Background: an optimization exercise with open tools, aiming at small area, a short achievable clock period and few clock cycles. Do not read the settings as production practice. In this exercise RTL edits were held to simulation tests only and were not proved equivalent to the original. Power figures rest on the tool's default switching activity, not on a simulated workload.

## run A
## crc4pc
module crc4pc (
    input  wire        clk,
    input  wire        rst,
    input  wire        req_valid,
    input  wire        req_write,
    input  wire        req_mem,
    input  wire [7:0]  req_addr,
    input  wire [31:0] req_wdata,
    output wire        req_ready,
    output reg         rsp_valid,
    output reg  [31:0] rsp_rdata
);
    localparam [4:0] R_CMD          = 5'd0,
                     R_STATUS       = 5'd1,
                     R_CRC_START    = 5'd2,
                     R_CRC_BITS     = 5'd3,
                     R_CRC_VALUE_LO = 5'd4,
                     R_CRC_VALUE_HI = 5'd5,
                     R_CRC_RESULT   = 5'd6,
                     R_SRC_ADDR     = 5'd7,
                     R_SRC_LEN      = 5'd8,
                     R_NAME_ADDR    = 5'd9,
                     R_NAME_LEN     = 5'd10,
                     R_MSG_ADDR     = 5'd11,
                     R_MSG_LEN      = 5'd12,
                     R_DST_ADDR     = 5'd13,
                     R_HDR          = 5'd14,
                     R_HDR_FIELDS   = 5'd15,
                     R_RES_SIZE     = 5'd16,
                     R_RES_NAME     = 5'd17,
                     R_RES_MSG_ADDR = 5'd18,
                     R_RES_MSG_LEN  = 5'd19,
                     R_MEMSIZE      = 5'd20;
    localparam [3:0] E_OK        = 4'd0,
                     E_EMPTY     = 4'd1,
                     E_NAME_LONG = 4'd2,
                     E_TRUNC_HDR = 4'd3,
                     E_FLAG      = 4'd4,
                     E_LENGTH    = 4'd5,
                     E_TRUNC_PKT = 4'd6,
                     E_CHECKSUM  = 4'd7,
                     E_BITS      = 4'd10,
                     E_ADDR      = 4'd11,
                     E_ILLEGAL   = 4'd12;
    localparam [3:0] S_IDLE  = 4'd0,
                     S_RANGE = 4'd1,    
                     S_HL    = 4'd2,    
                     S_HS    = 4'd3,    
                     S_AN    = 4'd4,    
                     S_AC    = 4'd5,    
                     S_AW    = 4'd6,    
  ...
Size in the first run: roughly 2800 flip-flops, ~79 I/O pins.
==> flow/config.mk <==
export PLATFORM = sky130hd
export DESIGN_NAME = crc4pc
export DESIGN_NICKNAME = crc4pc
export VERILOG_FILES = /design/flow/design.v
export SDC_FILE = /design/flow/constraint.sdc
export NUM_CORES = 4
export LEC_CHECK = 0
export CAP_MARGIN = 20
export CORE_MARGIN = 2
export CORE_UTILIZATION = 45
export PLACE_DENSITY = 0.6
export SETUP_SLACK_MARGIN = 2.5
export SLEW_MARGIN = 20
==> flow/constraint.sdc <==
create_clock -name core_clock -period 9.0 [get_ports {clk}]
set_input_delay 1.8000 -clock core_clock [delete_from_list [all_inputs] [get_ports {clk}]]
set_output_delay 1.8000 -clock core_clock [all_outputs]
set_load 0.01 [all_outputs]
run.sh (not shown) runs the stock make flow with config.mk's settings and CLKGATE_MAP_FILE= SYNTH_SCRIPT=/design/flow/synth_recipe.tcl, a recipe that flattens the netlist after the stock synthesis.
Testbench counts of run A, summed over its fixed seeds: cycles 10,205.
Modified inputs, run B compared to run A
# run A
export LEC_CHECK = 0
export CAP_MARGIN = 20
export CORE_MARGIN = 2
export CORE_UTILIZATION = 45
export PLACE_DENSITY = 0.6
export SETUP_SLACK_MARGIN = 2.5
export SLEW_MARGIN = 20
create_clock -name core_clock -period 9.0 [get_ports {clk}]
# run B
export LEC_CHECK = 0
export CAP_MARGIN = 10
export CORE_MARGIN = 2
export CORE_UTILIZATION = 50
export PLACE_DENSITY = 0.7
export SETUP_SLACK_MARGIN = 3.5
export SLEW_MARGIN = 10
create_clock -name core_clock -period 9.0 [get_ports {clk}]
Notes after the runs:
Worst setup path endpoint = dtgt[3]: run B; worst setup path endpoint = memv[1281]: run A
Looking at least setup slack across all paths after layout across run B and run A, the one that comes out higher is run B.
Run A -> run B: residual antenna-violating net count after detailed routing delta 0, exact match
Power share of the combinational group: lower on run A
Slowest library cell on the worst path: sky130_fd_sc_hd__or4_4 -> run B, sky130_fd_sc_hd__a31oi_1 -> run A
Count of placed standard cells in the final layout, fillers left out for run B: about 1% down relative to run A
Looking at via count, run B sits about 2% above run A.
Upper clock frequency limit (run B over run A): increase, 13%
Summary of the comparison: sequential share of layout area is lower in run B, relative to run A.
[run B vs run A] core utilization: higher in run B
Power spent charging and discharging nets, run B and run A, higher one = run B.
Power in run B is about 0.6% above run A.
diff inputs: run B => run C
# run B
export LEC_CHECK = 0
export CAP_MARGIN = 10
export CORE_MARGIN = 2
export CORE_UTILIZATION = 50
export PLACE_DENSITY = 0.7
export SETUP_SLACK_MARGIN = 3.5
export SLEW_MARGIN = 10
create_clock -name core_clock -period 9.0 [get_ports {clk}]
# run C
export LEC_CHECK = 0
export CAP_MARGIN = 10
export CORE_MARGIN = 2
export CORE_UTILIZATION = 45
export PLACE_DENSITY = 0.6
export SETUP_SLACK_MARGIN = 3.0
export SLEW_MARGIN = 10
create_clock -name core_clock -period 9.0 [get_ports {clk}]
Run C vs. run B: transition time of the tightest slew-check pin has decreased, final period demand of the worst path has increased.
Looking at setup slack after layout, run C sits 0.18 ns below run B.
There was hardly any difference in power attributed to the clock group between run C and run B.
Delta (run C minus run B): estimated wirelength of the detail-placed design rose by 4.2%, routed wire length went up about 2.6%, count of filler cells inserted in the layout +20%, achievable clock frequency saw a decrease.

========
crc4pc again, from the RTL that the note above started with.
Settings: LEC_CHECK=0, CAP_MARGIN=20, CORE_MARGIN=2, CORE_UTILIZATION=30, PLACE_DENSITY=0.45, SLEW_MARGIN=20; clock period 9.0 ns.
Testbench counts at the start, summed over its fixed seeds: cycles 10,205.
Then changed:
--- a/flow/config.mk
+++ b/flow/config.mk
@@ -9,4 +9,5 @@
 export CORE_MARGIN = 2
-export CORE_UTILIZATION = 30
-export PLACE_DENSITY = 0.45
+export CORE_UTILIZATION = 45
+export PLACE_DENSITY = 0.6
+export SETUP_SLACK_MARGIN = 3.5
 export SLEW_MARGIN = 20
Result:
- The new run went through all stages and came out clean
- sequential power hardly moves
- wire length decreases by a few percent
- setup slack gains 1.7 ns
- die area is lower by a quarter to a third
- core utilization goes up by 18 points
- synthesized cell count is unchanged

port drivers added, routing unchanged:
Ports are ideal in the flow. The routed layouts listed here were re-timed in OpenROAD.
Step 1: set_driving_cell puts a clkbuf_16 on clk and a buf_2 on each other input, an assumption about the parent block.
Step 2, shift: input delay + t, output delay - t, t = (earliest + latest rising clock arrival at the registers) / 2. This alone moves slack from input paths to output paths.
Three values: ideal, step 1, step 2; two values: the first two.
run | t (ns) | slack for setup (ns) | clock arrival spread, ns
run A | 1.026 | 2.327 / 2.327 / 1.390 | 0.093 / 0.094
run B | 1.026 | 3.071 / 3.071 / 2.447 | 0.092 / 0.093
run C | 1.026 | 2.887 / 2.887 / 2.034 | 0.084 / 0.084
the first run of note 2 | 1.059 | 1.350 / 1.350 / 0.497 | 0.122 / 0.122
the second run of note 2 | 1.037 | 3.050 / 3.050 / 2.488 | 0.067 / 0.068
After both steps setup and hold are still met in every run listed. The setup slack of run A, which loses most, moves by 0.000 ns with the drivers and by -0.937 ns with both steps.
